From an optimization exercise on the open Yosys and OpenROAD flow, aimed at small area; shortcuts taken in it are not production practice.
In this exercise RTL edits were held to simulation tests only and were not proved equivalent to the original.
No driver is modelled on the clock port, so clocking that relies on it looks cheaper here than on a real chip.
Power figures rest on the tool's default switching activity, not on a simulated workload.

**flow/config.mk**
```make
export PLATFORM = sky130hd
export DESIGN_NAME = irdata_core
export DESIGN_NICKNAME = irdata_core
export VERILOG_FILES = /design/flow/design.v
export SDC_FILE = /design/flow/constraint.sdc
export NUM_CORES = 4
export LEC_CHECK = 0
export CAP_MARGIN = 0
export CORE_MARGIN = 2
export CORE_UTILIZATION = 40
export SLEW_MARGIN = 0
```
**flow/constraint.sdc**
```tcl
create_clock -name core_clock -period 10.0 [get_ports {clk}]
set_input_delay 2.0000 -clock core_clock [delete_from_list [all_inputs] [get_ports {clk}]]
set_output_delay 2.0000 -clock core_clock [all_outputs]
set_load 0.01 [all_outputs]
```
**flow/design.v**
```verilog
module irdata_core (
    input  wire        clk,
    input  wire        rst,           
    input  wire        cmd_valid,
    input  wire [79:0] cmd_word,
    output reg         busy,
    input  wire [7:0]  cap_len,
    output wire [7:0]  cap_addr,
    input  wire [15:0] cap_data,
    output wire        em_valid,
    output wire        em_mark,       
    output reg  [15:0] em_dur,        
    input  wire        em_ready,
    output reg  [2:0]  res_status,
    output reg         res_kind,
    output wire [2:0]  res_ctype,
    output reg  [6:0]  res_bits,
    output reg  [63:0] res_value,
    output wire [7:0]  res_proto
);
    reg        mode;          
    reg        hdr;           
    reg [7:0]  pos;
    reg        mflag;         
    reg [63:0] tx;            
    wire m9000 = (cap_data >= 16'd6750) && (cap_data <= 16'd11250);
    wire m4500 = (cap_data >= 16'd3375) && (cap_data <= 16'd5625);
    wire m560  = (cap_data >= 16'd420)  && (cap_data <= 16'd700);
    wire m1690 = (cap_data >= 16'd1268) && (cap_data <= 16'd2112);
    function automatic lt8;
        input [7:0] a;
        input [7:0] b;
        integer i;
        reg r;
        begin
            r = 1'b0;
            for (i = 0; i < 8; i = i + 1)
                r = (!a[i] && b[i]) || (!(a[i] && !b[i]) && r);
            lt8 = r;
        end
    endfunction
    assign cap_addr  = pos;
    assign res_ctype = res_kind ? res_value[2:0] : 3'd0;
    wire   st_ok     = (res_status == 3'd1);
    assign res_proto = {1'b0, st_ok, 2'b00, st_ok, 2'b00, st_ok};
    wire   s_end    = &pos[7:1];
    wire   s_nop    = !hdr && !pos[7] && !pos[6];
    wire [5:0]  tx_j  = ~pos[6:1];                  
    wire [63:0] tx_r  = {tx[62:0], tx[63]};         
    wire   tx_bit   = tx_r[tx_j];
    assign em_valid = busy && !mode && !s_nop;
    assign em_mark  = !pos[0];
    always @(*) begin
        if (hdr)
            em_dur = pos[0] ? 16'd4500 : 16'd9000;
        else
            em_dur = !pos[0] ? 16'd560 :
                     s_end   ? 16'd0   :
                     tx_bit  ? 16'd1690 : 16'd560;
    end
    wire hs = em_valid && em_ready;
    wire [1:0] cmd_op    = cmd_word[1:0];
    wire [2:0] cmd_ctype = cmd_word[4:2];
    wire [7:0] cmd_count = cmd_word[15:8];
    wire ctype_ok  = (cmd_ctype >= 3'd1) && (cmd_ctype <= 3'd4);
    wire cmd_ok    = cmd_op[1] || (cmd_op[0] && ctype_ok);
    wire op_dec    = cmd_op[1] && cmd_op[0];
    wire count_big = cmd_count[7] || (cmd_count[6] && (cmd_count[5:0] != 6'd0));
    wire start_dec = cmd_valid && op_dec;       
    wire [6:0] snd_n = cmd_op[1] ? cmd_count[6:0] : 7'd8;
    wire [7:0] pos_ld = (op_dec || (cmd_op[1] && count_big)) ? 8'd0 : {~snd_n, 1'b0};
    wire d_hdr    = (pos[7:2] == 6'd0);
    wire d_hspace = d_hdr && pos[1] && pos[0];              
    wire d_first  = (pos[7:3] == 5'd0) && pos[2] && !pos[1] && pos[0];   
    wire in_range = lt8({pos[7:1], 1'b0}, cap_len);
    wire d_bit    = mflag && m1690;
    wire d_mark   = !d_hdr && !pos[0];
    wire d_space  = !d_hdr && pos[0];
    wire d_stop   = d_mark && (res_kind ? (pos[4] && pos[2])
                                        : ((pos[7] && pos[2]) || !in_range));
    wire short_c  = cap_len < 8'd6;
    wire hdr_bad  = !(mflag && m4500);
    wire [7:0] cb = res_value[7:0];
    wire pfx_bad  = cb[7:3] != 5'b10100;
    wire typ_bad  = !((cb[2:0] >= 3'd1) && (cb[2:0] <= 3'd4));
    wire d_fail   = (d_hspace && (short_c || hdr_bad)) ||
                    (d_stop && res_kind && (pfx_bad || typ_bad));
    wire [2:0] fail_code = d_hspace ? (short_c ? 3'd2 : 3'd3)
                                    : (pfx_bad ? 3'd4 : 3'd5);
    wire dec      = busy && mode;
    wire v_clr   = rst || (!busy && start_dec) || (dec && d_fail);
    wire v_sh    = !rst && dec && d_space;
    wire v_hold  = !v_clr && !v_sh;
    wire [63:0] v_next = ({64{v_sh}} & {res_value[62:0], d_bit}) |
                         ({64{v_hold}} & res_value);
    always @(posedge clk) res_value <= v_next;
    wire b_inc  = !rst && dec && d_space;
    wire b_hold = !rst && !(dec && (d_space || d_fail)) && !(!busy && start_dec);
    wire [6:0] b_next = ({7{b_inc}} & (res_bits + 7'd1)) | ({7{b_hold}} & res_bits);
    always @(posedge clk) res_bits <= b_next;
    wire [63:0] tx_in = {cmd_word[79:24],
                         cmd_op[1] ? cmd_word[23:16] : {5'b10100, cmd_ctype}};
    wire t_ld   = !busy && cmd_valid;
    wire [63:0] t_next = ({64{t_ld}} & tx_in) | ({64{busy}} & tx);
    always @(posedge clk) tx <= t_next;
    wire pos_step = mode || hs;
    wire [7:0] pos_inc = {pos[7:1] + {6'd0, pos[0] && !hdr}, !pos[0]};
    always @(posedge clk) begin
        mflag <= d_hdr ? m9000 : (m560 && in_range);
        if (!busy) begin
            mode <= op_dec;
            hdr  <= !op_dec && !(cmd_op[1] && count_big);
            pos  <= pos_ld;
        end else if (pos_step) begin
            pos  <= pos_inc;
            if (pos[0]) hdr <= 1'b0;
        end
        if (rst) begin
            busy       <= 1'b0;
            res_status <= 3'd0;
            res_kind   <= 1'b0;
        end else if (!busy) begin
            if (cmd_valid && cmd_ok) busy <= 1'b1;
        end else if (mode) begin
            if (d_fail) begin
                busy       <= 1'b0;
                res_status <= fail_code;
                res_kind   <= 1'b0;
            end else if (d_stop) begin
                busy       <= 1'b0;
                res_status <= 3'd1;
            end else if (d_first) begin
                res_kind   <= d_bit;
            end
        end else begin
            if (s_nop || (hs && !hdr && s_end && pos[0])) busy <= 1'b0;
        end
    end
endmodule
```
**flow/flow/run.sh**
```bash
#!/bin/bash
# Layout with ORFS through the standard.sh: the standard synthesis, then
# the standard steps with
#  - buf_1 port buffers,
#  - combinational cells sized down to their smallest drive before the
#    post-placement repair (flow/downsize.tcl),
#  - a clock tree of a clkbuf_8 root and clkbuf_4 leaves without dummy loads,
#    where a leaf whose flip-flops would see a slow clock slew is upsized to
#    clkbuf_8 (flow/clkfix.tcl).
# Each make step writes its own log under orfs/logs/; the make output goes to
# synth.log and layout.log here.
set -euo pipefail
here=$PWD
export PRE_RESIZE_TCL=$here/flow/downsize.tcl
export POST_CTS_TCL=$here/flow/clkfix.tcl
export CLKFIX_LIMIT_PS=100
bash standard.sh synth > synth.log 2>&1
bash standard.sh \
  "BUFFER_PORTS_ARGS=-buffer_cell sky130_fd_sc_hd__buf_1" \
  "CTS_ARGS=-sink_clustering_enable -repair_clock_nets -dont_use_dummy_load -root_buf sky130_fd_sc_hd__clkbuf_8 -buf_list sky130_fd_sc_hd__clkbuf_4" \
  "PRE_RESIZE_TCL=$here/flow/downsize.tcl" \
  "POST_CTS_TCL=$here/flow/clkfix.tcl" \
  finish > layout.log 2>&1
```
**flow/flow/clkfix.tcl**
```tcl
estimate_parasitics -placement
set n_up 0
foreach inst [[ord::get_db_block] getInsts] {
  set m [[$inst getMaster] getName]
  if {$m ne "sky130_fd_sc_hd__clkbuf_4"} { continue }
  set worst 0.0
  set out [get_pins [$inst getName]/X]
  set net [get_nets -of_objects $out]
  foreach p [get_pins -of_objects $net -filter "direction==input"] {
    set s [get_property $p slew_max]
    if {$s > $worst} { set worst $s }
  }
  puts "clkfix: [$inst getName] worst sink slew [format %.1f [expr {$worst*1e3}]] ps"
  if {$worst > $::env(CLKFIX_LIMIT_PS)*1e-3} {
    replace_cell [get_cells [$inst getName]] sky130_fd_sc_hd__clkbuf_8
    incr n_up
  }
}
puts "clkfix: upsized $n_up clock buffers"
if {$n_up > 0} {
  detailed_placement
  estimate_parasitics -placement
}
```
**flow/flow/downsize.tcl**
```tcl
# Size every combinational cell down to the smallest cell of its family
# (same function and pins, e.g. nor2b_4 -> nor2b_1); repair_design, which
# runs next, fixes any slew or capacitance this breaks.
set n_swapped 0
set saved 0.0
foreach inst [[ord::get_db_block] getInsts] {
  set name [[$inst getMaster] getName]
  if {![regexp {^(sky130_fd_sc_hd__[a-z0-9]+)_([0-9]+)$} $name -> fam drive]} { continue }
  if {[regexp {df|dl|clkbuf|clkinv|conb|tap|fill|decap|diode|buf} $fam]} { continue }
  set cur [get_lib_cells $name]
  if {$cur eq ""} { continue }
  set cur_area [get_property $cur area]
  set best ""
  set best_area $cur_area
  foreach c [get_lib_cells ${fam}_*] {
    set cn [get_name $c]
    if {![regexp "^${fam}_\[0-9\]+\$" $cn]} { continue }
    set a [get_property $c area]
    if {$a < $best_area} { set best_area $a; set best $cn }
  }
  if {$best ne ""} {
    replace_cell [get_cells [$inst getName]] $best
    set saved [expr {$saved + $cur_area - $best_area}]
    incr n_swapped
  }
}
puts "downsize: swapped $n_swapped cells, [format %.1f $saved] um2"
```
**flow/standard.sh**
```bash
#!/bin/bash
# synth_recipe.tcl (not shown) runs the flow's synth.tcl, then flattens the netlist and writes it again
# the make line also repeats each setting of config.mk as NAME=value (left out here)
make -C /OpenROAD-flow-scripts/flow DESIGN_CONFIG=/design/flow/config.mk WORK_HOME=/design/flow/orfs CLKGATE_MAP_FILE= SYNTH_SCRIPT=/design/flow/synth_recipe.tcl "${@:-finish}"
```
==> metrics.csv, run 1 <==
metric,value,unit
Ant. Diodes,0,
Final nets,910,
initial antenna violation count,0,
DIE HEIGHT,132,um
VDD IR max,82.8,uV
register area,3120,um2
ys flop type,dfxtp_1,
DR vias,5684,
Worst-Margin Slew,849,ps
Syn Inst Count,622,
most frequent cell after synthesis,dfxtp_1,
clk_skew,32.2,ps
Critical Path Slowest Stage Cell,mux4_2,
crit path max fanout,23,
top-area cell type share of the netlist area,42.9,%
largest net degree at the start of global routing,84,
Final GP Congestion,0.924,
RSZ-0062 raised after global routing,no,
mean post-synth cell area,10.6,um2
first-pass GRT wire length,28100,um
GR Layer Usage met1,26.3,%
GR peak layer,met2,
Seq cells post-synth,151,
CP max stage delay,550,ps
WP data required,8000,ps
CP Cell Sequence,buf_4 > mux4_2 > and2_1 > o41ai_1 > a21o_1 > nor4_1 > or2_2 > buf_1,
status,finished clean,
power density over the cells,163,nW/um2
clock slew at reported path FFs,100,ps
Post-synth top cells,"dfxtp_1, a22o_1, clkbuf_1",
final setup margin,4940,ps
Row Count,46,
setup slack at placement,5360,ps
worst path arrival time,3060,ps
"Largest delay share family, worst path",compound AO/OA/AOI/OAI gates,
Setup-failing EPs final,0,
"top cells by area, synth","dfxtp_1, a22o_1, mux4_2",
Pleak,2.78,nW
CP endpoint kind,output port,
post-synth top area cell,dfxtp_1,
period utilisation layout,50.6,%
Yosys cell types,67,
router iterations before antenna repair,5,
final instance area,7520,um2
CORE AREA,16000,um2
Num Clock Sinks,151,
Routed WL per cell,17.2,um
CP Class,flip-flop to output port,
Layout fillers,1578,
Worst setup SP type,flip-flop,
die area,17500,um2
M2 GR Usage,31.3,%
worst path buffer plus inverter count,2,
post-DP HPWL,12500,um
f_max,198,MHz
# port buffers,207,
final WL,17500,um
layout cells sized above 1,6.27,%
Post-synth EDFFs,10,
register area share after synthesis,47.5,%
Initial Util,41.1,%
Via density,5.61,
gr usage total,19.8,%
met3 track demand over resource,5.81,%
Starting DRT DRC Count,304,
# DRC,0,
Final Hold Fails,0,
fin. max-slew vios,0,
Placed Area,7340,um2
Hold WC Path Type,flip-flop to flip-flop,
Antenna Nets Post-Route,0,
ys async rst share,0,%
footprint of the multi-input gates,3040,um2
CTS tree,done,
clock latency (worst-skew pair),430,ps
synthesized area,6570,um2
clock period minus worst slack,5060,ps
Max Cap Violations,0,
Max-slew headroom,43.4,%
final setup TNS,0,ps
synth warn,1,
vias in the first global route,5342,
die width,132,um
IO Pins,221,
Area growth syn-to-layout,14.4,%
total gr overflow,0,
## worst register-to-register path, stage by stage (launching register included)
cell and delay, ps:
edfxtp_1 600, or4_1 610, nor3_1 650, and3_1 320, o221ai_1 240, and2_2 480, buf_16 280, a22o_1 250
## power by group
part	leakage (nW)	total (mW)	internal, mW	switching (mW)
Combinational	1.42	0.250	0.109	0.140
Clock	0.0989	0.295	0.113	0.182
Sequential	1.26	0.684	0.649	0.0349
## cells by family after synthesis
group | share of synthesized area, %
mux | 6.30
other cells | 0.0570
flops | 47.5
fa+ha+maj | 1.03
buf+inv | 6.43
xor+xnor | 0.666
compound gates | 27.1
simple gates | 10.9
## routing by layer
layer | vias up | wire length (um)
li1 | 2722 | -
met1 | 2717 | 7820
met2 | 228 | 8130
met3 | 17 | 1320
met4 | 0 | 190
met5 | - | 0
## worst paths after layout
| check | start | end | slack, ps | depth (start not counted) |
|---|---|---|---|---|
| max | pos[1] | em_dur[3] | 4940 | 8 |
| max reg2reg | pos[5] | res_value[19] | 6430 | 7 |
| min reg2reg | tx[4] | tx[4] | 470 | 2 |
| min | tx[4] | tx[4] | 470 | 2 |
## through the flow
step	total power, mW	cells	utilization, %	hold slack (ps)
detailed placement	0.949	996	45.9	446
global route	1.30	1013	47.0	484
floorplan	0.877	631	-	420
finish	1.23	1013	47.0	465
global placement	0.944	995	45.9	438
## cells in the final DEF, fill, tap and decap left out, drive strengths merged, types with 13 or more instances in the layout
cell / instances
buf: 214
dfxtp: 141
a22o: 127
nand2: 30
a21oi: 21
o21ai: 19
nand3: 19
clkbuf: 17
inv: 16
mux4: 15
nor2: 15
nor3: 13
## flip-flops by register name, summed over array words and instances, names as in the netlist
register,cells
pos,8
res_bits,7
busy,1
res_status,3
res_value,64
hdr,1
tx,64
mode,1
res_kind,1
mflag,1
## final cells by class
| class | count | area share (%) |
|---|---|---|
| Clock buffer | 17 | 2.36 |
| Timing Repair Buffer | 214 | 11.3 |
| Sequential cell | 151 | 41.5 |
| Inverter | 16 | 0.799 |
| Tap cell | 216 | 3.59 |
| Multi-Input combinational cell | 399 | 40.4 |
==> run 2, diff against run 1 <==
--- a/flow/flow/run.sh
+++ b/flow/flow/run.sh
@@ -13,7 +13,7 @@
 here=$PWD
 export PRE_RESIZE_TCL=$here/flow/downsize.tcl
 export POST_CTS_TCL=$here/flow/clkfix.tcl
-export CLKFIX_LIMIT_PS=100
+export CLKFIX_LIMIT_PS=118
 bash standard.sh synth > synth.log 2>&1
 bash standard.sh \
   "BUFFER_PORTS_ARGS=-buffer_cell sky130_fd_sc_hd__buf_1" \
--- a/flow/config.mk
+++ b/flow/config.mk
@@ -5,7 +5,7 @@
 export SDC_FILE = /design/flow/constraint.sdc
 export NUM_CORES = 4
 export LEC_CHECK = 0
-export CAP_MARGIN = 0
+export CAP_MARGIN = 20
 export CORE_MARGIN = 2
 export CORE_UTILIZATION = 40
-export SLEW_MARGIN = 0
+export SLEW_MARGIN = 20
==> metrics.csv, run 2 <==
metric,value,unit,change
WP data required,8000,ps,about the same
register area share after synthesis,47.5,%,unchanged
Hold WC Path Type,flip-flop to flip-flop,,
Hold Path Sink,tx[5],,
final instance area,7490,um2,-0.33%
RR Startpoint,pos[5],,
DIE HEIGHT,132,um,unchanged
clock latency (worst-skew pair),430,ps,about the same
Comb power frac,20.6,%,+0.3 points
Post-synth EDFFs,10,,unchanged
Critical Path Start,pos[1],,
gr usage total,19.9,%,+0.041 points
crit path max fanout,23,,unchanged
top-area cell type share of the netlist area,42.9,%,unchanged
die area,17500,um2,unchanged
Pleak,2.77,nW,-0.37%
f_max,198,MHz,+0.31%
Clk network pwr share,22.9,%,-1.1 points
power density over the cells,161,nW/um2,-1.2%
total gr overflow,0,,unchanged
ys async rst share,0,%,unchanged
Initial Util,41.1,%,unchanged
Via density,5.58,,-0.60%
Antenna Nets Post-Route,0,,unchanged
clock slew at reported path FFs,100,ps,about the same
CP Class,flip-flop to output port,,
Final nets,910,,unchanged
Max-slew headroom,44.2,%,+0.76 points
fin. max-slew vios,0,,unchanged
total power,1.21,mW,-1.5%
synth warn,1,,unchanged
die width,132,um,unchanged
mean post-synth cell area,10.6,um2,unchanged
clock period minus worst slack,5040,ps,-15.6 ps
internal power,0.855,mW,-1.9%
layout cells sized above 1,6.27,%,unchanged
router iterations before antenna repair,5,,unchanged
clk_skew,34.8,ps,+2.53 ps
worst path arrival time,3040,ps,-20 ps
Placed Area,7340,um2,unchanged
sw power,0.356,mW,-0.53%
RSZ-0062 raised after global routing,no,,
ys flop type,dfxtp_1,,
most frequent cells in the layout,"buf_1, dfxtp_1, a22o_1",,
CTS tree,done,,
fin cells,1013,,unchanged
post-synth top area cell,dfxtp_1,,
hold_sp,tx[5],,
vias in the first global route,5348,,+0.11%
final setup TNS,0,ps,unchanged
Area growth syn-to-layout,14.0,%,
CP endpoint kind,output port,,
largest net degree at the start of global routing,84,,unchanged
R2R Setup Slk,6460,ps,+30 ps
Worst setup SP type,flip-flop,,
WHS Path Cells,2,,unchanged
worst reg-to-reg path cell count,7,,unchanged
VDD IR max,78.5,uV,-5.3%
# port buffers,207,,unchanged
DR vias,5650,,-0.60%
Seq cells post-synth,151,,unchanged
Row Count,46,,unchanged
first-pass GRT wire length,28100,um,+0.15%
initial antenna violation count,0,,unchanged
"top cells by area, synth","dfxtp_1, a22o_1, mux4_2",,
IO Pins,221,,unchanged
Routed WL per cell,17.2,um,about the same
Syn Inst Count,622,,unchanged
Post-synth top cells,"dfxtp_1, a22o_1, clkbuf_1",,
CORE AREA,16000,um2,unchanged
Post-Place Cells,996,,unchanged
Final GP Congestion,0.924,,unchanged
Starting DRT DRC Count,313,,+3.0%
reg2reg end,res_value[25],,
part of the power in registers,56.5,%,+0.8 points
Final Hold Fails,0,,unchanged
"commonest non-fill, non-tap cell in the layout",buf_1,,
Regs by FF count,"res_value x64, tx x64, pos x8",,
period utilisation layout,50.4,%,-0.16 points
most frequent cell after synthesis,dfxtp_1,,
switching part of the total power,29.4,%,+0.29 points
post-DP HPWL,12500,um,unchanged
Yosys cell types,67,,unchanged
Max Cap Violations,0,,unchanged
Num Clock Sinks,151,,unchanged
Setup-failing EPs final,0,,unchanged
# DRC,0,,unchanged
status,finished clean,,
Ant. Diodes,0,,unchanged
synthesized area,6570,um2,unchanged
final WL,17500,um,about the same
Worst-Margin Slew,837,ps,-11.4 ps
## run 2: changes by cell type in the layout (fill, tap and decap cells not counted)
cell / change
clkbuf_8: -4
clkbuf_4: +4
## run 2: cells by family (layout without fill, tap and decap cells)
group	after synthesis	in the layout	synth area share (%)
AO/OA/AOI/OAI	223	223	27.1
flip-flops	151	151	47.5
AND/OR/NAND/NOR	133	133	10.9
buffers and inverters	81	247	6.43
multiplexers	22	22	6.30
adder cells (fa/ha/maj)	6	6	1.03
XOR/XNOR	5	5	0.666
other	1	10	0.0570
## run 2: layer usage
metal  share of wire, %  wire (um)  GRT usage (%)  vias to the layer above
met1                 45       7860           26.3                     2690
met4                1.2        201           6.09                        0
li1                   -          -              -                     2722
met5                  0          0              0                        -
met2                 46       8090           31.3                      219
met3                7.5       1300           5.96                       19
## run 2: how the worst max path moves through the flow
stage / to / depth (start not counted)
floorplan: em_dur[3] / 8
global placement: em_dur[5] / 8
detailed placement: em_dur[3] / 8
global route: em_dur[5] / 8
finish: em_dur[3] / 8
## run 2: critical path, stage by stage, from the launching register on
cell      delay [ps]
edfxtp_1         360
buf_4            390
mux4_2           550
and2_1           160
o41ai_1          430
a21o_1           190
nor4_1            90
or2_2            310
buf_1            130
## run 2: through the flow
step	setup slack [ps]	hold WS [ps]	utilization, %
6_report	4960	470	46.8
3_5_place_dp	5360	446	45.9
3_3_place_gp	5350	438	45.9
5_1_grt	4700	484	46.8
2_1_floorplan	5560	420	-
## run 2: layout make-up
type	instances	area, um2
fill	1582	8510
sequential	151	3120
multi-input combinational	399	3040
timing repair buffer	214	850
tap	216	270
clock buffer	17	153
inverter	16	60.1
## run 2: power by group through the flow
| stage | combinational (mW) | clock, mW | sequential [mW] |
|---|---|---|---|
| floorplan | 0.193 | 0 | 0.684 |
| global placement | 0.249 | 0 | 0.696 |
| detailed placement | 0.252 | 0 | 0.697 |
| global route | 0.275 | 0.315 | 0.690 |
| finish | 0.249 | 0.277 | 0.684 |
==> run 3, diff against run 2 <==
--- a/flow/config.mk
+++ b/flow/config.mk
@@ -8,4 +8,5 @@
 export CAP_MARGIN = 20
 export CORE_MARGIN = 2
 export CORE_UTILIZATION = 40
+export GPL_TIMING_DRIVEN = 0
 export SLEW_MARGIN = 20
==> metrics.csv, run 3 <==
metric,value,unit,change
internal power,0.868,mW,+1.6%
Initial Util,41.1,%,unchanged
Comb power frac,22.7,%,+2.1 points
power density over the cells,159,nW/um2,-1.3%
top-area cell type share of the netlist area,42.9,%,unchanged
Yosys cell types,67,,unchanged
gr usage total,20.7,%,+0.85 points
Seq cells post-synth,151,,unchanged
Regs by FF count,"res_value x64, tx x64, pos x8",,
ys async rst share,0,%,unchanged
most frequent cell after synthesis,dfxtp_1,,
switching part of the total power,29.9,%,+0.51 points
"commonest non-fill, non-tap cell in the layout",buf_1,,
Num Clock Sinks,151,,unchanged
WP data required,8000,ps,about the same
Ant. Diodes,0,,unchanged
status,finished clean,,
synthesized area,6570,um2,unchanged
Layout fillers,1584,,+0.13%
layout cells sized above 1,8.22,%,+1.9 points
IO Pins,221,,unchanged
Setup-failing EPs final,0,,unchanged
sw power,0.370,mW,+4.1%
CTS tree,done,,
crit path max fanout,10,,-57%
Via density,5.52,,-1.0%
synth warn,1,,unchanged
final WL,18700,um,+7.0%
clock slew at reported path FFs,90,ps,about the same
total gr overflow,0,,unchanged
VDD IR max,73.9,uV,-5.8%
post-synth top area cell,dfxtp_1,,
ys flop type,dfxtp_1,,
Post-synth top cells,"dfxtp_1, a22o_1, clkbuf_1",,
Antenna Nets Post-Route,0,,unchanged
final setup TNS,0,ps,unchanged
Worst-Margin Slew,875,ps,+37.6 ps
Worst setup SP type,flip-flop,,
"top cells by area, synth","dfxtp_1, a22o_1, mux4_2",,
CP Class,flip-flop to output port,,
vias in the first global route,5655,,+5.7%
die area,17500,um2,unchanged
router iterations before antenna repair,4,,-1
first-pass GRT wire length,29200,um,+3.8%
part of the power in registers,54.7,%,-1.8 points
Post-Place Cells,1051,,+5.5%
f_max,183,MHz,-7.6%
RSZ-0062 raised after global routing,no,,
mean post-synth cell area,10.6,um2,unchanged
clock latency (worst-skew pair),430,ps,about the same
Pleak,2.92,nW,+5.3%
most frequent cells in the layout,"buf_1, dfxtp_1, a22o_1",,
Max Cap Violations,0,,unchanged
Min Hold Slack,482,ps,+12.4 ps
DIE HEIGHT,132,um,unchanged
Area growth syn-to-layout,18.2,%,
post-DP HPWL,14200,um,+13%
Clk network pwr share,22.6,%,-0.3 points
Routed WL per cell,17.5,um,+1.5%
fin cells,1068,,+5.4%
Hold WC Path Type,flip-flop to flip-flop,,
# DRC,0,,unchanged
Final GP Congestion,0.872,,-5.6%
Starting DRT DRC Count,287,,-8.3%
die width,132,um,unchanged
Final Hold Fails,0,,unchanged
CP endpoint kind,output port,,
period utilisation layout,54.6,%,+4.2 points
initial antenna violation count,0,,unchanged
worst path arrival time,3460,ps,+420 ps
clock period minus worst slack,5460,ps,+418 ps
CORE AREA,16000,um2,unchanged
Syn Inst Count,622,,unchanged
clk_skew,28.2,ps,-6.59 ps
Post-synth EDFFs,10,,unchanged
Final nets,965,,+6.0%
register area share after synthesis,47.5,%,unchanged
DR vias,5895,,+4.3%
fin. max-slew vios,0,,unchanged
total power,1.24,mW,+2.3%
Max-slew headroom,41.2,%,-3.0 points
# port buffers,204,,-1.4%
Row Count,46,,unchanged
largest net degree at the start of global routing,17,,-80%
-- run 3: changes by cell type in the layout (fill, tap and decap cells not counted) --
| cell | before | now |
|---|---|---|
| buf_2 | 0 | 5 |
| and2_0 | 0 | 1 |
| and2_2 | 1 | 0 |
| clkbuf_1 | 0 | 33 |
| buf_4 | 6 | 18 |
| dfxtp_1 | 140 | 141 |
| buf_6 | 0 | 6 |
| dfxtp_2 | 1 | 0 |
| buf_16 | 1 | 0 |
-- run 3: critical path, stage by stage, from the launching register on --
cell and delay [ps]:
edfxtp_1 400, buf_2 270, buf_2 330, buf_1 470, nor3b_1 250, o41ai_1 100
a21o_1 200, nor4_1 640, or2_2 230, buf_1 150
-- run 3: layout make-up --
| type | instances | area, um2 | area share, % |
|---|---|---|---|
| inverters | 16 | 60.1 | 0.773 |
| plain buffers | 65 | 363 | 4.67 |
| flip-flops and latches | 151 | 3120 | 40.2 |
| clock buffers | 17 | 153 | 1.96 |
| well taps | 216 | 270 | 3.48 |
| multi-input cells | 399 | 3040 | 39.1 |
| repair buffers | 204 | 766 | 9.85 |
-- run 3: path summary, 6_finish.rpt --
| check | start | endpoint | slack, ps | cells after the start |
|---|---|---|---|---|
| setup / recovery | pos[2] | em_dur[7] | 4540 | 9 |
| hold / removal | tx[5] | tx[5] | 480 | 2 |
| setup reg to reg | pos[7] | res_value[35] | 6560 | 9 |
| hold reg to reg | tx[5] | tx[5] | 480 | 2 |
-- run 3: power by group through the flow --
stage | Combinational (mW) | Sequential [mW] | Clock, mW
6_report | 0.281 | 0.677 | 0.280
3_5_place_dp | 0.282 | 0.690 | 0
3_3_place_gp | 0.281 | 0.689 | 0
2_1_floorplan | 0.193 | 0.684 | 0
5_1_grt | 0.307 | 0.681 | 0.314
-- run 3: through the flow --
step / util [%] / instance area, um2 / setup WS [ps]
detailed placement: 47.6 / 7620 / 4900
global route: 48.6 / 7770 / 4240
finish: 48.6 / 7770 / 4540
global placement: 47.8 / 7640 / 4950
floorplan: - / 6610 / 5560
-- run 3: kinds of logic after synthesis --
| group | share of synthesized area (%) |
|---|---|
| AOI/OAI and AO/OA | 27.1 |
| buffers and inverters | 6.43 |
| and+or+nand+nor | 10.9 |
| xor gates and xnor gates | 0.666 |
| other | 0.0570 |
| adders and majority gates | 1.03 |
| DFF | 47.5 |
| muxes | 6.30 |
-- run 3: routing by layer --
metal,vias up,wire length [um],GRT usage (%)
met5,-,0,0
met4,0,189,6.03
met3,15,1380,5.15
met2,244,8840,34.2
met1,2808,8270,26.9
li1,2828,-,-
==> run 4, diff against run 3 <==
--- a/flow/flow/run.sh
+++ b/flow/flow/run.sh
@@ -13,7 +13,7 @@
 here=$PWD
 export PRE_RESIZE_TCL=$here/flow/downsize.tcl
 export POST_CTS_TCL=$here/flow/clkfix.tcl
-export CLKFIX_LIMIT_PS=118
+export CLKFIX_LIMIT_PS=100
 bash standard.sh synth > synth.log 2>&1
 bash standard.sh \
   "BUFFER_PORTS_ARGS=-buffer_cell sky130_fd_sc_hd__buf_1" \
--- a/flow/config.mk
+++ b/flow/config.mk
@@ -8,5 +8,4 @@
 export CAP_MARGIN = 20
 export CORE_MARGIN = 2
 export CORE_UTILIZATION = 40
-export GPL_TIMING_DRIVEN = 0
 export SLEW_MARGIN = 20
==> metrics.csv, run 4 <==
metric,value,unit,change
final setup margin,4940,ps,+402 ps
Ant. Diodes,0,,unchanged
Hold WC Path Type,flip-flop to flip-flop,,
clk_skew,32.2,ps,+4.06 ps
DIE HEIGHT,132,um,unchanged
Post-synth top cells,"dfxtp_1, a22o_1, clkbuf_1",,
CP Class,flip-flop to output port,,
Row Count,46,,unchanged
Initial Util,41.1,%,unchanged
initial antenna violation count,0,,unchanged
post-DP HPWL,12500,um,-12%
f_max,198,MHz,+7.9%
Num Clock Sinks,151,,unchanged
synth warn,1,,unchanged
worst path buffer plus inverter count,2,,-2
Max-slew headroom,43.4,%,+2.2 points
router iterations before antenna repair,5,,+1
Setup-failing EPs final,0,,unchanged
# port buffers,207,,+1.5%
ys async rst share,0,%,unchanged
Final Hold Fails,0,,unchanged
Layout fillers,1578,,-0.38%
Max Cap Violations,0,,unchanged
die area,17500,um2,unchanged
final instance area,7520,um2,-3.2%
worst path arrival time,3060,ps,-400 ps
IO Pins,221,,unchanged
"Largest delay share family, worst path",compound AO/OA/AOI/OAI gates,,
Placed Area,7340,um2,-3.6%
vias in the first global route,5342,,-5.5%
total gr overflow,0,,unchanged
CP Cell Sequence,buf_4 > mux4_2 > and2_1 > o41ai_1 > a21o_1 > nor4_1 > or2_2 > buf_1,,
register area share after synthesis,47.5,%,unchanged
VDD IR max,82.8,uV,+12%
CP max stage delay,550,ps,-90 ps
layout cells sized above 1,6.27,%,-1.9 points
most frequent cell after synthesis,dfxtp_1,,
Via density,5.61,,+1.7%
Syn Inst Count,622,,unchanged
clock slew at reported path FFs,100,ps,about the same
WP data required,8000,ps,about the same
clock period minus worst slack,5060,ps,-402 ps
Final GP Congestion,0.924,,+6.0%
power density over the cells,163,nW/um2,+2.6%
crit path max fanout,23,,+13
post-synth top area cell,dfxtp_1,,
Regs by FF count,"res_value x64, tx x64, pos x8",,
CP endpoint kind,output port,,
gr usage total,19.8,%,-0.89 points
ys flop type,dfxtp_1,,
"commonest non-fill, non-tap cell in the layout",buf_1,,
largest net degree at the start of global routing,84,,+67
fin. max-slew vios,0,,unchanged
part of the power in registers,55.7,%,+1.0 points
RSZ-0062 raised after global routing,no,,
most frequent cells in the layout,"buf_1, dfxtp_1, a22o_1",,
clock latency (worst-skew pair),430,ps,about the same
CORE AREA,16000,um2,unchanged
top-area cell type share of the netlist area,42.9,%,unchanged
mean post-synth cell area,10.6,um2,unchanged
Yosys cell types,67,,unchanged
Worst setup SP type,flip-flop,,
switching part of the total power,29.1,%,-0.80 points
status,finished clean,,
internal power,0.871,mW,+0.39%
"top cells by area, synth","dfxtp_1, a22o_1, mux4_2",,
first-pass GRT wire length,28100,um,-3.8%
Antenna Nets Post-Route,0,,unchanged
Starting DRT DRC Count,304,,+5.9%
DR vias,5684,,-3.6%
final WL,17500,um,-6.5%
Area growth syn-to-layout,14.4,%,
# DRC,0,,unchanged
CTS tree,done,,
Comb power frac,20.3,%,-2.4 points
die width,132,um,unchanged
Post-synth EDFFs,10,,unchanged
Final nets,910,,-5.7%
setup slack at placement,5360,ps,+458 ps
Seq cells post-synth,151,,unchanged
Pleak,2.78,nW,-4.7%
synthesized area,6570,um2,unchanged
Routed WL per cell,17.2,um,-1.4%
Critical Path Slowest Stage Cell,mux4_2,,
final setup TNS,0,ps,unchanged
Worst-Margin Slew,849,ps,-26.2 ps
Clk network pwr share,24.0,%,+1.4 points
sw power,0.357,mW,-3.4%
period utilisation layout,50.6,%,-4.0 points
[run 4: cell counts after synthesis]
Identical to the previous run, type by type.
[run 4: routing by layer]
metal	wire length (um)	part of all wire (%)	GRT usage (%)
met2	8130	47	31.3
met1	7820	45	26.3
met5	0	0	0
met4	190	1.1	6.09
met3	1320	7.5	5.81
[run 4: tightest hold or removal path: stages, from the launching register on]
cell and delay (ps):
dfxtp_1 330, nand2_1 40, o21ai_0 60
[run 4: stage by stage]
| step | hold slack, ps | cells | util [%] | total power, mW |
|---|---|---|---|---|
| floorplan | 420 | 631 | - | 0.877 |
| global placement | 438 | 995 | 45.9 | 0.944 |
| detailed placement | 446 | 996 | 45.9 | 0.949 |
| global route | 484 | 1013 | 47.0 | 1.30 |
| finish | 465 | 1013 | 47.0 | 1.23 |
[run 4: final cells by class]
cell class | count | area, um2 | area share [%]
sequential | 151 | 3120 | 41.5
clock buffer | 17 | 178 | 2.36
tap | 216 | 270 | 3.59
inverter | 16 | 60.1 | 0.799
multi-input combinational | 399 | 3040 | 40.4
timing repair buffer | 214 | 850 | 11.3
[run 4: logic make-up after synthesis]
| family | after synthesis | share of synthesized area (%) |
|---|---|---|
| and+or+nand+nor | 133 | 10.9 |
| adders and majority gates | 6 | 1.03 |
| muxes | 22 | 6.30 |
| buffers and inverters | 81 | 6.43 |
| AOI/OAI and AO/OA | 223 | 27.1 |
| DFF | 151 | 47.5 |
| xor gates and xnor gates | 5 | 0.666 |
| other | 1 | 0.0570 |
[run 4: worst paths after layout]
check,slack (ps),cells past startpoint,startpoint,endpoint
worst max-delay path,4940,8,pos[1],em_dur[3]
worst min-delay path,470,2,tx[4],tx[4]
worst max register to register,6430,7,pos[5],res_value[19]
worst min register to register,470,2,tx[4],tx[4]
[run 4: power groups by stage]
| stage | registers, mW | logic [mW] | clock network (mW) |
|---|---|---|---|
| after global routing | 0.690 | 0.275 | 0.332 |
| after floorplan | 0.684 | 0.193 | 0 |
| final | 0.684 | 0.250 | 0.295 |
| after global placement | 0.696 | 0.249 | 0 |
| after detailed placement | 0.697 | 0.252 | 0 |
==> run 5, diff against run 4 <==
--- a/flow/flow/run.sh
+++ b/flow/flow/run.sh
@@ -17,7 +17,7 @@
 bash standard.sh synth > synth.log 2>&1
 bash standard.sh \
   "BUFFER_PORTS_ARGS=-buffer_cell sky130_fd_sc_hd__buf_1" \
-  "CTS_ARGS=-sink_clustering_enable -repair_clock_nets -dont_use_dummy_load -root_buf sky130_fd_sc_hd__clkbuf_8 -buf_list sky130_fd_sc_hd__clkbuf_4" \
+  "CTS_ARGS=-sink_clustering_enable -repair_clock_nets -dont_use_dummy_load -sink_clustering_size 40 -root_buf sky130_fd_sc_hd__clkbuf_4 -buf_list sky130_fd_sc_hd__clkbuf_16" \
   "PRE_RESIZE_TCL=$here/flow/downsize.tcl" \
   "POST_CTS_TCL=$here/flow/clkfix.tcl" \
   finish > layout.log 2>&1
==> metrics.csv, run 5 <==
metric,value,unit,change
status,finished clean,,
post-synth top area cell,dfxtp_1,,
initial antenna violation count,0,,unchanged
clock slew at reported path FFs,50,ps,-50 ps
mean post-synth cell area,10.6,um2,unchanged
worst path arrival time,3130,ps,+70 ps
synth warn,1,,unchanged
clock latency (worst-skew pair),520,ps,+90 ps
# DRC,0,,unchanged
most frequent cell after synthesis,dfxtp_1,,
Yosys cell types,67,,unchanged
Pleak,2.89,nW,+3.8%
Syn Inst Count,622,,unchanged
Initial Util,41.1,%,unchanged
largest family of logic cells by synthesized area,compound AO/OA/AOI/OAI gates,,
layout cells sized above 1,6.27,%,unchanged
Max Cap Violations,0,,unchanged
Synth Area in Compound Gates,27.1,%,unchanged
Post-synth top cells,"dfxtp_1, a22o_1, clkbuf_1",,
final WL,17700,um,+1.2%
crit path max fanout,23,,unchanged
Util after Layout,48.5,%,+1.5 points
Worst setup SP type,flip-flop,,
Routed WL per cell,17.4,um,+1.2%
f_max,195,MHz,-1.3%
ys async rst share,0,%,unchanged
Starting DRT DRC Count,316,,+3.9%
clk_skew,15.8,ps,-16.5 ps
Via density,5.61,,-0.11%
Placed Area,7340,um2,unchanged
worst path buffer plus inverter count,2,,unchanged
period utilisation layout,51.3,%,+0.68 points
die area,17500,um2,unchanged
final setup TNS,0,ps,unchanged
synthesized area,6570,um2,unchanged
Row Count,46,,unchanged
vias in the first global route,5401,,+1.1%
Final GP Congestion,0.924,,unchanged
fin. max-slew vios,0,,unchanged
first-pass GRT wire length,28500,um,+1.4%
ys flop type,dfxtp_1,,
Post-synth EDFFs,10,,unchanged
"commonest non-fill, non-tap cell in the layout",buf_1,,
Hold WC Path Type,flip-flop to flip-flop,,
VDD IR max,98.7,uV,+19%
router iterations before antenna repair,5,,unchanged
Final nets,910,,unchanged
most frequent cells in the layout,"buf_1, dfxtp_1, a22o_1",,
Area growth syn-to-layout,18.0,%,
CORE AREA,16000,um2,unchanged
final setup margin,4870,ps,-67.6 ps
CP max stage delay,550,ps,about the same
# port buffers,207,,unchanged
CP Class,flip-flop to output port,,
CP endpoint kind,output port,,
Seq cells post-synth,151,,unchanged
Worst-Margin Slew,844,ps,-5.30 ps
setup slack at placement,5360,ps,unchanged
gr usage total,20.1,%,+0.33 points
Final Hold Fails,0,,unchanged
die width,132,um,unchanged
Setup-failing EPs final,0,,unchanged
Synth Area in Simple Gates,10.9,%,unchanged
top-area cell type share of the netlist area,42.9,%,unchanged
register area share after synthesis,47.5,%,unchanged
"Largest delay share family, worst path",compound AO/OA/AOI/OAI gates,,
total power,1.43,mW,+16%
Layout fillers,1560,,-1.1%
WP data required,8000,ps,about the same
RSZ-0062 raised after global routing,no,,
CTS tree,done,,
CP Cell Sequence,buf_4 > mux4_2 > and2_1 > o41ai_1 > a21o_1 > nor4_1 > or2_2 > buf_1,,
post-synthesis xor/xnor area fraction,0.666,%,unchanged
final instance area,7760,um2,+3.1%
Num Clock Sinks,151,,unchanged
post-DP HPWL,12500,um,unchanged
Synth Area in Adders,1.03,%,unchanged
Ant. Diodes,0,,unchanged
DR vias,5678,,-0.11%
power density over the cells,184,nW/um2,+13%
Antenna Nets Post-Route,0,,unchanged
"top cells by area, synth","dfxtp_1, a22o_1, mux4_2",,
IO Pins,221,,unchanged
largest net degree at the start of global routing,84,,unchanged
Critical Path Slowest Stage Cell,mux4_2,,
Regs by FF count,"res_value x64, tx x64, pos x8",,
DIE HEIGHT,132,um,unchanged
clock period minus worst slack,5130,ps,+67.6 ps
mux cell area share after synthesis,6.30,%,unchanged
total gr overflow,0,,unchanged
Max-slew headroom,43.8,%,+0.35 points
[run 5: cell counts after synthesis]
Identical to the previous run, type by type.
[run 5: routing by layer]
metal  share of wire, %  GRT usage [%]  vias to the layer above
li1                   -              -                     2720
met1                 45           26.5                     2706
met2                 46           31.9                      230
met3                7.2           6.11                       22
met4                1.5           6.27                        0
met5                  0              0                        -
[run 5: per-stage QoR]
step | instances | hold WS [ps]
global route | 1013 | 475
global placement | 995 | 438
finish | 1013 | 466
floorplan | 631 | 420
detailed placement | 996 | 446
[run 5: tightest hold or removal path, cell delays in order, from the launching register on]
cell and delay, ps:
dfxtp_1 330, nand2_1 50, o21ai_0 60
[run 5: power by group]
group	internal [mW]	switching, mW
sequential	0.650	0.0350
clock	0.282	0.212
combinational	0.109	0.140
[run 5: path summary, 6_finish.rpt]
| path | depth (start not counted) | from | slack, ps | end |
|---|---|---|---|---|
| setup / recovery | 8 | pos[1] | 4870 | em_dur[3] |
| hold / removal | 2 | tx[4] | 470 | tx[4] |
| setup reg to reg | 7 | pos[5] | 6470 | res_value[15] |
| hold reg to reg | 2 | tx[4] | 470 | tx[4] |
[run 5: logic make-up after synthesis]
logic type,count (synthesis)
xor+xnor,5
mux,22
fa+ha+maj,6
other cells,1
simple gates,133
compound gates,223
buf+inv,81
flops,151
[run 5: area by class of cell]
type	count	area, um2	area share [%]
multi-input cells	399	3040	39.2
clock buffers	17	414	5.34
repair buffers	214	850	11.0
inverters	16	60.1	0.774
flip-flops and latches	151	3120	40.3
well taps	216	270	3.48
==> run 6, diff against run 5 <==
--- a/flow/flow/run.sh
+++ b/flow/flow/run.sh
@@ -17,7 +17,7 @@
 bash standard.sh synth > synth.log 2>&1
 bash standard.sh \
   "BUFFER_PORTS_ARGS=-buffer_cell sky130_fd_sc_hd__buf_1" \
-  "CTS_ARGS=-sink_clustering_enable -repair_clock_nets -dont_use_dummy_load -sink_clustering_size 40 -root_buf sky130_fd_sc_hd__clkbuf_4 -buf_list sky130_fd_sc_hd__clkbuf_16" \
+  "CTS_ARGS=-sink_clustering_enable -repair_clock_nets -dont_use_dummy_load -sink_clustering_size 25 -root_buf sky130_fd_sc_hd__clkbuf_4 -buf_list sky130_fd_sc_hd__clkbuf_8" \
   "PRE_RESIZE_TCL=$here/flow/downsize.tcl" \
   "POST_CTS_TCL=$here/flow/clkfix.tcl" \
   finish > layout.log 2>&1
==> metrics.csv, run 6 <==
metric,value,unit,change
status,finished clean,,
Routed WL per cell,17.4,um,-0.31%
CP endpoint kind,output port,,
Via density,5.58,,-0.46%
Syn Inst Count,622,,unchanged
Worst-Margin Slew,856,ps,+12.1 ps
Pleak,2.81,nW,-2.8%
gr usage total,20.0,%,-0.16 points
clock period minus worst slack,5030,ps,-101 ps
initial antenna violation count,0,,unchanged
synth warn,1,,unchanged
final WL,17600,um,-0.31%
Regs by FF count,"res_value x64, tx x64, pos x8",,
fin. max-slew vios,0,,unchanged
setup slack at placement,5360,ps,unchanged
final setup margin,4970,ps,+101 ps
Final GP Congestion,0.924,,unchanged
ys flop type,dfxtp_1,,
Max Cap Violations,0,,unchanged
vias in the first global route,5362,,-0.72%
# port buffers,207,,unchanged
WP data required,8000,ps,about the same
register area share after synthesis,47.5,%,unchanged
total power,1.27,mW,-11%
Num Clock Sinks,151,,unchanged
DR vias,5652,,-0.46%
CORE AREA,16000,um2,unchanged
Post-synth EDFFs,10,,unchanged
Yosys cell types,67,,unchanged
top-area cell type share of the netlist area,42.9,%,unchanged
Worst setup SP type,flip-flop,,
clock latency (worst-skew pair),440,ps,-80 ps
Util after Layout,47.3,%,-1.1 points
clk_skew,19.8,ps,+4.05 ps
post-DP HPWL,12500,um,unchanged
# DRC,0,,unchanged
Starting DRT DRC Count,322,,+1.9%
"top cells by area, synth","dfxtp_1, a22o_1, mux4_2",,
largest net degree at the start of global routing,84,,unchanged
Area growth syn-to-layout,15.2,%,
Row Count,46,,unchanged
Max-slew headroom,43.0,%,-0.80 points
DIE HEIGHT,132,um,unchanged
power density over the cells,168,nW/um2,-8.7%
Post-synth top cells,"dfxtp_1, a22o_1, clkbuf_1",,
most frequent cells in the layout,"buf_1, dfxtp_1, a22o_1",,
Antenna Nets Post-Route,0,,unchanged
router iterations before antenna repair,5,,unchanged
worst path arrival time,3030,ps,-100 ps
mean post-synth cell area,10.6,um2,unchanged
crit path max fanout,23,,unchanged
Setup-failing EPs final,0,,unchanged
synthesized area,6570,um2,unchanged
period utilisation layout,50.3,%,-1.0 points
Hold WC Path Type,flip-flop to flip-flop,,
Initial Util,41.1,%,unchanged
Ant. Diodes,0,,unchanged
Layout fillers,1571,,+0.71%
IO Pins,221,,unchanged
CTS tree,done,,
post-synth top area cell,dfxtp_1,,
most frequent cell after synthesis,dfxtp_1,,
"commonest non-fill, non-tap cell in the layout",buf_1,,
final setup TNS,0,ps,unchanged
layout cells sized above 1,6.27,%,unchanged
Final Hold Fails,0,,unchanged
clock slew at reported path FFs,70,ps,+20 ps
first-pass GRT wire length,28300,um,-0.51%
total gr overflow,0,,unchanged
Final nets,910,,unchanged
Min Hold Slack,464,ps,-1.35 ps
RSZ-0062 raised after global routing,no,,
f_max,199,MHz,+2.0%
VDD IR max,86.3,uV,-13%
die area,17500,um2,unchanged
ys async rst share,0,%,unchanged
die width,132,um,unchanged
Seq cells post-synth,151,,unchanged
CP Class,flip-flop to output port,,
-- run 6: power by group --
group,total (mW),switching [mW],internal [mW]
combinational,0.249,0.140,0.109
sequential,0.684,0.0348,0.650
clock,0.340,0.190,0.150
total,1.27,0.365,0.909
-- run 6: cells by family (layout without fill, tap and decap cells) --
family / count (synthesis) / count (layout) / share of synthesized area (%)
compound gates: 223 / 223 / 27.1
flops: 151 / 151 / 47.5
mux: 22 / 22 / 6.30
xor+xnor: 5 / 5 / 0.666
simple gates: 133 / 133 / 10.9
fa+ha+maj: 6 / 6 / 1.03
buf+inv: 81 / 247 / 6.43
other cells: 1 / 10 / 0.0570
-- run 6: layer usage --
layer	global-route usage, %	up-vias	wire [um]	part of all wire, %
met2	31.8	210	8140	46
met3	6.42	17	1220	7.0
met5	0	-	0	0
met1	26.4	2715	8050	46
met4	5.02	0	197	1.1
li1	-	2710	-	-
-- run 6: path summary, 6_finish.rpt --
check	startpoint	to	slack, ps	cells past startpoint
setup / recovery	pos[1]	em_dur[3]	4970	8
setup reg to reg	pos[5]	res_value[15]	6470	7
hold reg to reg	tx[5]	tx[5]	460	2
hold / removal	tx[5]	tx[5]	460	2
-- run 6: critical path: stages (launching register included) --
cell      delay, ps
edfxtp_1        340
buf_4           380
mux4_2          550
and2_1          160
o41ai_1         420
a21o_1          190
nor4_1           90
or2_2           310
buf_1           130
-- run 6: layout make-up --
class | instances | area [um2] | share of cell area, %
Clock buffer | 17 | 234 | 3.09
Inverter | 16 | 60.1 | 0.793
Multi-Input combinational cell | 399 | 3040 | 40.1
Sequential cell | 151 | 3120 | 41.2
Tap cell | 216 | 270 | 3.57
Timing Repair Buffer | 214 | 850 | 11.2
-- run 6: through the flow --
stage          cell area [um2]  cells
2_1_floorplan             6610    631
3_3_place_gp              7350    995
3_5_place_dp              7340    996
5_1_grt                   7580   1013
6_report                  7580   1013
==> run 7, diff against run 6 <==
==> flow/flow/run.sh (replaced) <==
#!/bin/bash
# Layout with ORFS through the standard.sh: the standard synthesis, then
# the standard steps with
#  - buf_1 port buffers,
#  - combinational cells sized down to their smallest drive before the
#    post-placement repair (flow/downsize.tcl),
#  - a clock tree of a clkbuf_8 root and clkbuf_4 leaves without dummy loads,
#    where a leaf whose flip-flops would see a slow clock slew is upsized to
#    clkbuf_8 (flow/clkfix.tcl),
#  - the buffers that placement and CTS repair inserted sized down as far as
#    slew and capacitance limits allow (flow/bufdown.tcl).
# Each make step writes its own log under orfs/logs/; the make output goes to
# synth.log and layout.log here.
set -euo pipefail
here=$PWD
export PRE_RESIZE_TCL=$here/flow/downsize.tcl
export POST_CTS_TCL=$here/flow/postcts.tcl
export CLKFIX_LIMIT_PS=118
bash standard.sh synth > synth.log 2>&1
bash standard.sh \
  "BUFFER_PORTS_ARGS=-buffer_cell sky130_fd_sc_hd__buf_1" \
  "CTS_ARGS=-sink_clustering_enable -repair_clock_nets -dont_use_dummy_load -root_buf sky130_fd_sc_hd__clkbuf_8 -buf_list sky130_fd_sc_hd__clkbuf_4" \
  "PRE_RESIZE_TCL=$here/flow/downsize.tcl" \
  "POST_CTS_TCL=$here/flow/postcts.tcl" \
  finish > layout.log 2>&1
==> flow/flow/bufdown.tcl (new file) <==
set_max_transition 1.2 [current_design]
estimate_parasitics -placement
set base_slew [sta::max_slew_violation_count]
set base_cap [sta::max_capacitance_violation_count]
set saved 0.0
foreach inst [[ord::get_db_block] getInsts] {
  set m [[$inst getMaster] getName]
  if {![regexp {^sky130_fd_sc_hd__buf_([0-9]+)$} $m -> drive]} { continue }
  if {$drive == 1} { continue }
  set cell [get_cells [$inst getName]]
  set orig_area [get_property [get_lib_cells $m] area]
  foreach d {1 2 4 6 8 12} {
    if {$d >= $drive} { break }
    replace_cell $cell sky130_fd_sc_hd__buf_$d
    estimate_parasitics -placement
    if {[sta::max_slew_violation_count] <= $base_slew && [sta::max_capacitance_violation_count] <= $base_cap} {
      set saved [expr {$saved + $orig_area - [get_property [get_lib_cells sky130_fd_sc_hd__buf_$d] area]}]
      puts "bufdown: [$inst getName] $m -> buf_$d"
      set m ""
      break
    }
  }
  if {$m ne ""} { replace_cell $cell $m }
}
set_max_transition 1.5 [current_design]
estimate_parasitics -placement
puts "bufdown: saved [format %.1f $saved] um2"
detailed_placement
estimate_parasitics -placement
==> flow/flow/postcts.tcl (new file) <==
# After CTS: upsize slow clock leaves, then size repair buffers down.
set here [file dirname [info script]]
source $here/clkfix.tcl
source $here/bufdown.tcl
==> metrics.csv, run 7 <==
metric,value,unit,change
status,finished clean,,
initial antenna violation count,0,,unchanged
worst path buffer plus inverter count,2,,unchanged
final WL,17400,um,-0.94%
Final nets,911,,+0.11%
Post-synth top cells,"dfxtp_1, a22o_1, clkbuf_1",,
clock latency (worst-skew pair),420,ps,-20 ps
fin cells,1014,,+0.099%
WHS Path Cells,2,,unchanged
Final GP Congestion,0.924,,unchanged
Post-Place Cells,996,,unchanged
Max-slew headroom,44.1,%,+1.1 points
first-pass GRT wire length,28200,um,-0.63%
# DRC,0,,unchanged
worst reg-to-reg path cell count,7,,unchanged
Synth Area in Simple Gates,10.9,%,unchanged
Critical Path Start,pos[1],,
die width,132,um,unchanged
period utilisation layout,52.7,%,+2.4 points
mean post-synth cell area,10.6,um2,unchanged
fin. max-slew vios,0,,unchanged
CP max stage delay,600,ps,+50 ps
ys flop type,dfxtp_1,,
"Largest delay share family, worst path",buffers and inverters,,
worst path arrival time,3270,ps,+240 ps
f_max,190,MHz,-4.6%
clk_skew,33.0,ps,+13.1 ps
Worst-Margin Slew,839,ps,-16.8 ps
RSZ-0062 raised after global routing,no,,
final instance area,7480,um2,-1.2%
ys async rst share,0,%,unchanged
most frequent cell after synthesis,dfxtp_1,,
Initial Util,41.1,%,unchanged
Area growth syn-to-layout,13.8,%,
final setup TNS,0,ps,unchanged
RR Startpoint,pos[5],,
Num Clock Sinks,151,,unchanged
Ant. Diodes,0,,unchanged
Max Cap Violations,0,,unchanged
Syn Inst Count,622,,unchanged
gr usage total,19.9,%,-0.11 points
Worst path depth,8,,unchanged
Util after Layout,46.8,%,-0.59 points
register area share after synthesis,47.5,%,unchanged
crit path max fanout,23,,unchanged
post-synth top area cell,dfxtp_1,,
Seq cells post-synth,151,,unchanged
Starting DRT DRC Count,274,,-15%
Placed Area,7340,um2,unchanged
clock period minus worst slack,5270,ps,+245 ps
vias in the first global route,5353,,-0.17%
post-DP HPWL,12500,um,unchanged
Synth Area in Adders,1.03,%,unchanged
CORE AREA,16000,um2,unchanged
Layout fillers,1586,,+0.95%
Hold WC Path Type,flip-flop to flip-flop,,
VDD IR max,78.2,uV,-9.4%
IO Pins,221,,unchanged
top-area cell type share of the netlist area,42.9,%,unchanged
mux cell area share after synthesis,6.30,%,unchanged
clock slew at reported path FFs,100,ps,+30 ps
CP Class,flip-flop to output port,,
router iterations before antenna repair,4,,-1
most frequent cells in the layout,"buf_1, dfxtp_1, a22o_1",,
hold_sp,tx[4],,
synth warn,1,,unchanged
Synth Area in Compound Gates,27.1,%,unchanged
power density over the cells,161,nW/um2,-4.1%
die area,17500,um2,unchanged
post-synthesis xor/xnor area fraction,0.666,%,unchanged
Pleak,2.77,nW,-1.3%
Yosys cell types,67,,unchanged
"top cells by area, synth","dfxtp_1, a22o_1, mux4_2",,
Critical Path Slowest Stage Cell,buf_2,,
Via density,5.58,,about the same
Setup-failing EPs final,0,,unchanged
Row Count,46,,unchanged
CP Cell Sequence,buf_2 > mux4_2 > and2_1 > o41ai_1 > a21o_1 > nor4_1 > or2_2 > buf_1,,
Regs by FF count,"res_value x64, tx x64, pos x8",,
Worst setup SP type,flip-flop,,
CP endpoint kind,output port,,
largest family of logic cells by synthesized area,compound AO/OA/AOI/OAI gates,,
Routed WL per cell,17.2,um,-1.0%
"commonest non-fill, non-tap cell in the layout",buf_1,,
WP data required,8000,ps,about the same
Antenna Nets Post-Route,0,,unchanged
layout cells sized above 1,6.39,%,+0.12 points
Final Hold Fails,0,,unchanged
DR vias,5654,,+0.035%
total gr overflow,0,,unchanged
total power,1.21,mW,-5.3%
DIE HEIGHT,132,um,unchanged
# port buffers,207,,unchanged
CTS tree,done,,
Post-synth EDFFs,10,,unchanged
largest net degree at the start of global routing,84,,unchanged
synthesized area,6570,um2,unchanged
run 7: cell types whose count changed in the layout (fill, tap and decap cells not counted), sizes merged:
cell / delta
clkbuf: +1
run 7: report_power, final:
| part | leakage, nW | switching [mW] | internal, mW |
|---|---|---|---|
| combinational | 1.42 | 0.140 | 0.108 |
| sequential | 1.26 | 0.0347 | 0.649 |
| clock | 0.0886 | 0.179 | 0.0961 |
| total | 2.77 | 0.353 | 0.853 |
run 7: worst reg2reg max path, cell delays in order (launching register included):
cell	delay (ps)
edfxtp_1	600
or4_1	610
nor3_1	650
nor2_1	110
a211oi_1	350
and2_2	620
buf_2	590
a22o_1	250
run 7: final timing paths:
path                                      end  slack, ps
worst min register to register          tx[4]        470
worst max register to register  res_value[25]       6160
worst max-delay path                em_dur[3]       4730
worst min-delay path                    tx[4]        470
run 7: through the flow:
| stage | setup WS, ps | hold slack [ps] |
|---|---|---|
| after floorplan | 5560 | 420 |
| after global placement | 5350 | 438 |
| after detailed placement | 5360 | 446 |
| after global routing | 4420 | 484 |
| final | 4730 | 468 |
run 7: cells by family (layout without fill, tap and decap cells):
kind of cell	after synthesis	in the layout
buf+inv	81	248
xor+xnor	5	5
simple gates	133	133
flops	151	151
other cells	1	10
compound gates	223	223
fa+ha+maj	6	6
mux	22	22
run 7: metal layers:
layer | part of all wire (%) | global-route usage [%] | up-vias
met5 | 0 | 0 | -
met4 | 1.2 | 6.09 | 0
met3 | 7.1 | 5.96 | 19
met2 | 46 | 31.3 | 206
met1 | 46 | 26.4 | 2703
li1 | - | - | 2726
run 7: layout make-up:
cell class	instances	area (um2)	area share (%)
flip-flops and latches	151	3120	41.8
well taps	216	270	3.61
inverters	16	60.1	0.803
clock buffers	17	153	2.04
multi-input cells	399	3040	40.6
repair buffers	215	837	11.2
==> run 8, diff against run 7 <==
--- a/flow/flow/bufdown.tcl
+++ b/flow/flow/bufdown.tcl
@@ -9,7 +9,7 @@
   if {$drive == 1} { continue }
   set cell [get_cells [$inst getName]]
   set orig_area [get_property [get_lib_cells $m] area]
-  foreach d {1 2 4 6 8 12} {
+  foreach d {2 4 6 8 12} {
     if {$d >= $drive} { break }
     replace_cell $cell sky130_fd_sc_hd__buf_$d
     estimate_parasitics -placement
==> metrics.csv, run 8 <==
metric,value,unit,change
clock slew at reported path FFs,90,ps,about the same
worst reg-to-reg path cell count,7,,unchanged
Hold WC Path Type,flip-flop to flip-flop,,
final WL,17400,um,about the same
clock period minus worst slack,5270,ps,-3.16 ps
mean post-synth cell area,10.6,um2,unchanged
# DRC,0,,unchanged
post-synthesis xor/xnor area fraction,0.666,%,unchanged
layout cells sized above 1,6.39,%,unchanged
post-synth top area cell,dfxtp_1,,
die width,132,um,unchanged
router iterations before antenna repair,4,,unchanged
Util after Layout,46.8,%,unchanged
WP data required,8000,ps,about the same
gr usage total,19.9,%,unchanged
RSZ-0062 raised after global routing,no,,
Seq cells post-synth,151,,unchanged
die area,17500,um2,unchanged
DR vias,5656,,+0.035%
largest net degree at the start of global routing,84,,unchanged
clock latency (worst-skew pair),420,ps,about the same
Yosys cell types,67,,unchanged
Worst-Margin Slew,836,ps,-2.36 ps
Area growth syn-to-layout,13.8,%,unchanged
hold_sp,tx[4],,
CORE AREA,16000,um2,unchanged
Synth Area in Adders,1.03,%,unchanged
Worst setup SP type,flip-flop,,
initial antenna violation count,0,,unchanged
clk_skew,33.0,ps,unchanged
Regs by FF count,"res_value x64, tx x64, pos x8",,
DIE HEIGHT,132,um,unchanged
final instance area,7480,um2,unchanged
VDD IR max,77.7,uV,-0.66%
WHS Path Cells,2,,unchanged
"Largest delay share family, worst path",buffers and inverters,,
post-DP HPWL,12500,um,unchanged
R2R Setup Slk,6160,ps,about the same
status,finished clean,,
Synth Area in Compound Gates,27.1,%,unchanged
CP max stage delay,600,ps,about the same
Synth Area in Simple Gates,10.9,%,unchanged
Min Hold Slack,468,ps,unchanged
Initial Util,41.1,%,unchanged
Placed Area,7340,um2,unchanged
Via density,5.58,,about the same
ys async rst share,0,%,unchanged
vias in the first global route,5353,,unchanged
Post-synth EDFFs,10,,unchanged
worst path buffer plus inverter count,2,,unchanged
Pleak,2.77,nW,about the same
Starting DRT DRC Count,274,,unchanged
top-area cell type share of the netlist area,42.9,%,unchanged
"commonest non-fill, non-tap cell in the layout",buf_1,,
CP endpoint kind,output port,,
power density over the cells,161,nW/um2,about the same
Final nets,911,,unchanged
most frequent cell after synthesis,dfxtp_1,,
Ant. Diodes,0,,unchanged
synthesized area,6570,um2,unchanged
worst path arrival time,3270,ps,about the same
mux cell area share after synthesis,6.30,%,unchanged
most frequent cells in the layout,"buf_1, dfxtp_1, a22o_1",,
Antenna Nets Post-Route,0,,unchanged
CTS tree,done,,
synth warn,1,,unchanged
RR Startpoint,pos[5],,
IO Pins,221,,unchanged
# port buffers,207,,unchanged
CP Cell Sequence,buf_2 > mux4_2 > and2_1 > o41ai_1 > a21o_1 > nor4_1 > or2_2 > buf_1,,
period utilisation layout,52.7,%,about the same
Worst path depth,8,,unchanged
largest family of logic cells by synthesized area,compound AO/OA/AOI/OAI gates,,
Critical Path Slowest Stage Cell,buf_2,,
Max-slew headroom,44.2,%,+0.16 points
Num Clock Sinks,151,,unchanged
Layout fillers,1586,,unchanged
Post-synth top cells,"dfxtp_1, a22o_1, clkbuf_1",,
total gr overflow,0,,unchanged
final setup TNS,0,ps,unchanged
total power,1.21,mW,about the same
Row Count,46,,unchanged
Final Hold Fails,0,,unchanged
reg2reg end,res_value[25],,
Setup-failing EPs final,0,,unchanged
first-pass GRT wire length,28200,um,unchanged
Final GP Congestion,0.924,,unchanged
Routed WL per cell,17.2,um,about the same
CP Class,flip-flop to output port,,
Max Cap Violations,0,,unchanged
crit path max fanout,23,,unchanged
f_max,190,MHz,about the same
Hold Path Sink,tx[4],,
"top cells by area, synth","dfxtp_1, a22o_1, mux4_2",,
Syn Inst Count,622,,unchanged
ys flop type,dfxtp_1,,
fin. max-slew vios,0,,unchanged
register area share after synthesis,47.5,%,unchanged
==> run 8: cell counts after synthesis <==
No cell type changed its count.
==> run 8: area by class of cell <==
type                            instances  area [um2]  share of cell area, %
Timing Repair Buffer                  215         837                   11.2
Multi-Input combinational cell        399        3040                   40.6
Inverter                               16        60.1                  0.803
Sequential cell                       151        3120                   41.8
Clock buffer                           17         153                   2.04
Tap cell                              216         270                   3.61
==> run 8: worst max-delay path by stage <==
stage | from | endpoint | slack [ps]
final | pos[1] | em_dur[3] | 4730
after global routing | pos[1] | em_dur[5] | 4420
after detailed placement | pos[1] | em_dur[3] | 5360
after global placement | pos[1] | em_dur[5] | 5350
after floorplan | pos[2] | em_dur[3] | 5560
==> run 8: power breakdown <==
group	switching, mW	leakage [nW]	total (mW)	internal (mW)
registers	0.0347	1.26	0.684	0.649
logic	0.140	1.42	0.248	0.108
clock network	0.179	0.0886	0.275	0.0961
==> run 8: kinds of logic (layout without fill, tap and decap cells) <==
group,count (synthesis),in the layout
AOI/OAI and AO/OA,223,223
xor gates and xnor gates,5,5
adders and majority gates,6,6
buffers and inverters,81,248
DFF,151,151
muxes,22,22
other,1,10
and+or+nand+nor,133,133
==> run 8: worst register-to-register path: stages, from the launching register on <==
cell	delay, ps
edfxtp_1	600
or4_1	610
nor3_1	650
nor2_1	110
a211oi_1	350
and2_2	620
buf_2	590
a22o_1	250
==> run 8: routing by layer <==
metal	wire length (um)	vias up	track usage [%]	share of wire, %
li1	-	2726	-	-
met1	8000	2701	26.4	46
met2	8020	210	31.3	46
met3	1220	19	5.96	7.0
met4	207	0	6.09	1.2
met5	0	-	0	0
==> run 8: stage by stage <==
step | instances | setup slack (ps)
detailed placement | 996 | 5360
floorplan | 631 | 5560
global placement | 995 | 5350
finish | 1014 | 4730
global route | 1014 | 4420

## what the ideal ports hide
The flow's constraints put no driver on any port. The routed layouts listed below were extracted and timed again, unchanged, in two steps.
Step 1, drivers: a clkbuf_16 drives clk and a buf_2 each remaining input, both assumed.
Step 2 also shifts input and output timing later by t, the mid clock arrival at the registers, as if the neighbouring blocks saw the same clock.
Slacks: no drivers / after step 1 / after step 2; pairs: no drivers / after step 1.
run | t (ns) | setup slack, ns | hold WS [ns] | latest minus earliest clock arrival (ns) | cell pins on the clock port's net
run 1 | 0.450 | 4.941 / 4.906 / 5.356 | 0.465 / 0.465 / 0.465 | 0.032 / 0.032 | 1
run 2 | 0.446 | 4.957 / 4.922 / 5.368 | 0.470 / 0.470 / 0.470 | 0.036 / 0.036 | 1
run 3 | 0.451 | 4.539 / 4.504 / 4.955 | 0.482 / 0.482 / 0.482 | 0.036 / 0.036 | 1
run 4 | 0.450 | 4.941 / 4.906 / 5.356 | 0.465 / 0.465 / 0.465 | 0.032 / 0.032 | 1
run 5 | 0.547 | 4.873 / 4.838 / 5.385 | 0.466 / 0.466 / 0.466 | 0.016 / 0.016 | 1
run 6 | 0.460 | 4.975 / 4.941 / 5.401 | 0.464 / 0.464 / 0.464 | 0.020 / 0.020 | 1
run 7 | 0.443 | 4.730 / 4.695 / 5.097 | 0.468 / 0.468 / 0.468 | 0.036 / 0.035 | 1
run 8 | 0.443 | 4.733 / 4.699 / 5.097 | 0.468 / 0.468 / 0.468 | 0.036 / 0.035 | 1
After both steps every run listed still meets setup and hold.
